Background: an optimization exercise with open tools, aiming at small area. Do not read the settings as production practice. Function was checked by simulation only, so behaviour that the tests miss may differ from the original. Power is estimated from default activity; no workload was simulated.

## v68k_periph
module v68k_periph (
    input  wire        clk,
    input  wire        rst,
    input  wire        variant,       
    input  wire        e_req,
    output wire        e_gnt,
    input  wire        bus_req,
    input  wire        bus_we,
    input  wire [23:0] bus_addr,
    input  wire        bus_hi,
    input  wire        bus_lo,
    input  wire [15:0] bus_wdata,
    input  wire [23:0] bus_pc,
    output wire        bus_rvalid,
    output wire [15:0] bus_rdata,
    output wire        mem_req,
    output wire        mem_we,
    output wire        mem_ram,
    output wire [17:0] mem_addr,
    output wire [1:0]  mem_be,
    output wire [15:0] mem_wdata,
    input  wire [15:0] mem_rdata,
    input  wire        tick,
    output wire        irq_strobe,
    output wire [2:0]  irq_level,
    input  wire        in_valid,
    input  wire [7:0]  in_byte,
    output wire [1:0]  out_valid,
    output wire [15:0] out_data,
    output wire        diag_valid,
    output wire [1:0]  diag_kind,
    output wire [23:0] diag_pc,
    output wire [23:0] diag_addr,
    output wire        halt
);
clock: 10.0 ns
lec_check: 0
cap_margin: 20
core_margin: 2
core_utilization: 55
cts_buf_list: sky130_fd_sc_hd__clkbuf_8
slew_margin: 20
synth_hierarchical: 1
standard.sh (not shown) runs the stock make flow with config.mk's settings and CLKGATE_MAP_FILE= SYNTH_SCRIPT=/design/flow/synth_recipe.tcl, a recipe that flattens the netlist after the stock synthesis.
==> flow/flow/run.sh <==
#!/bin/bash
# Own layout flow: the standard flow (standard.sh, with its synthesis
# unchanged), with two settings changed:
#  - the input and output ports get sky130_fd_sc_hd__buf_1 buffers instead of
#    the clkdlybuf4s50_1 cells buffer_ports picks by default;
#  - clock tree synthesis builds the tree from clkbuf_8 cells with sink
#    clusters of up to 25 flip-flops, and inserts no dummy loads.
# make's full output goes to standard_flow.log in the work folder; each ORFS
# step also keeps its own log under orfs/logs.
set -euo pipefail
bash standard.sh \
  "BUFFER_PORTS_ARGS=-buffer_cell sky130_fd_sc_hd__buf_1" \
  "CTS_ARGS=-sink_clustering_enable -repair_clock_nets -dont_use_dummy_load -buf_list sky130_fd_sc_hd__clkbuf_8 -sink_clustering_size 15 -sink_clustering_max_diameter 50" \
  finish > standard_flow.log 2>&1
The starting point finished with timing, DRC and antenna clean.
==> next run, changes <==
==> flow/flow/run.sh (replaced) <==
#!/bin/bash
# Own layout flow: the standard flow (standard.sh, with its synthesis
# unchanged), with two settings changed:
#  - the input and output ports get sky130_fd_sc_hd__buf_1 buffers instead of
#    the clkdlybuf4s50_1 cells buffer_ports picks by default;
#  - clock tree synthesis builds the tree from clkbuf_8 cells with sink
#    clusters of up to 17 flip-flops within 50 um, and inserts no dummy
#    loads.
# make's full output goes to standard_flow.log in the work folder; each ORFS
# step also keeps its own log under orfs/logs.
set -euo pipefail
bash standard.sh \
  "BUFFER_PORTS_ARGS=-buffer_cell sky130_fd_sc_hd__buf_1" \
  "CTS_ARGS=-sink_clustering_enable -repair_clock_nets -dont_use_dummy_load -buf_list sky130_fd_sc_hd__clkbuf_8 -sink_clustering_size 17 -sink_clustering_max_diameter 50" \
  finish > standard_flow.log 2>&1
CORE_UTILIZATION = 70   (was 55)
CTS_BUF_LIST = unset   (was sky130_fd_sc_hd__clkbuf_8)
PLACE_DENSITY = 0.85   (was unset)
Effect:
- global-route usage went up by 8.6 points
- worst hold slack improves by 0.0041 ns
- sequential share of layout area went up by 0.70 points
- final cell count went down by about 5%
- fmax went down by about 4.4%
- sequential power hardly moves
- design area went down by about 1.2%
- area after synthesis does not change
- total power went down by 2.3%
==> next run, changes <==
==> flow/run.sh (new file) <==
#!/bin/bash
# synth_recipe.tcl (not shown) runs the flow's synth.tcl, then flattens the netlist and writes it again
# the make line also repeats each setting of config.mk as NAME=value (left out here)
make -C /OpenROAD-flow-scripts/flow DESIGN_CONFIG=/design/flow/config.mk WORK_HOME=/design/flow/orfs CLKGATE_MAP_FILE= SYNTH_SCRIPT=/design/flow/synth_recipe.tcl finish
CORE_UTILIZATION = 55   (was 70)
CTS_BUF_LIST = sky130_fd_sc_hd__clkbuf_8   (was unset)
PLACE_DENSITY = unset   (was 0.85)
removed: flow/flow/run.sh
removed: flow/standard.sh
What happened: The changed run went through all stages and came out clean; count of clock-buffer cells in the layout grows by 270; combinational power grows by 15%; flip-flop and latch count is unchanged.
==> next run, changes <==
==> flow/flow/run.sh (new file) <==
#!/bin/bash
# Own layout flow: the standard flow (standard.sh, with its synthesis
# unchanged), with two settings changed:
#  - the input and output ports get sky130_fd_sc_hd__buf_1 buffers instead of
#    the clkdlybuf4s50_1 cells buffer_ports picks by default;
#  - clock tree synthesis builds the tree from clkbuf_8 cells with sink
#    clusters of up to 17 flip-flops within 50 um, and inserts no dummy
#    loads.
# make's full output goes to standard_flow.log in the work folder; each ORFS
# step also keeps its own log under orfs/logs.
set -euo pipefail
bash standard.sh \
  "BUFFER_PORTS_ARGS=-buffer_cell sky130_fd_sc_hd__buf_1" \
  "CTS_ARGS=-sink_clustering_enable -repair_clock_nets -dont_use_dummy_load -buf_list sky130_fd_sc_hd__clkbuf_8 -sink_clustering_size 17 -sink_clustering_max_diameter 50" \
  finish > standard_flow.log 2>&1
==> flow/standard.sh (new file) <==
#!/bin/bash
# synth_recipe.tcl (not shown) runs the flow's synth.tcl, then flattens the netlist and writes it again
# the make line also repeats each setting of config.mk as NAME=value (left out here)
make -C /OpenROAD-flow-scripts/flow DESIGN_CONFIG=/design/flow/config.mk WORK_HOME=/design/flow/orfs CLKGATE_MAP_FILE= SYNTH_SCRIPT=/design/flow/synth_recipe.tcl "${@:-finish}"
CORE_UTILIZATION = 60   (was 55)
CTS_BUF_LIST = unset   (was sky130_fd_sc_hd__clkbuf_8)
removed: flow/run.sh
The new run went through all stages and came out clean.
Via count went down by about 2%.
Utilization went up by 0.63 points.
Total power went down by about 20%.
Area after synthesis does not change.
Synthesized cell count is unchanged.
Critical path depth went up by 3.
Final area went down by about 7%.
Clock power went down by about 40%.

-- separate check: timing with driven ports --
The flow's constraints put no driver on any port. The routed layouts listed below were extracted and timed again, unchanged, in two steps.
Step 1 (the two cells are an assumption about what drives the block):
set clk [get_ports {clk}]
set_driving_cell -lib_cell sky130_fd_sc_hd__clkbuf_16 $clk
set_driving_cell -lib_cell sky130_fd_sc_hd__buf_2 [delete_from_list [all_inputs] $clk]
Step 2 also shifts input and output timing later by t, the mid clock arrival at the registers, as if the neighbouring blocks saw the same clock.
a / b / c = ideal ports / drivers / drivers and shift; a / b = the first two.
run | t, ns | setup WS [ns] | worst hold slack (ns)
the first run | 1.008 | 3.705 / 3.705 / 3.705 | 0.441 / 0.441 / 0.441
the second run | 0.968 | 3.412 / 3.412 / 3.412 | 0.445 / 0.445 / 0.445
the third run | 1.096 | 3.346 / 3.346 / 3.346 | 0.441 / 0.441 / 0.441
the fourth run | 1.005 | 3.988 / 3.988 / 3.988 | 0.445 / 0.445 / 0.445
After both steps setup and hold are still met in every run listed.
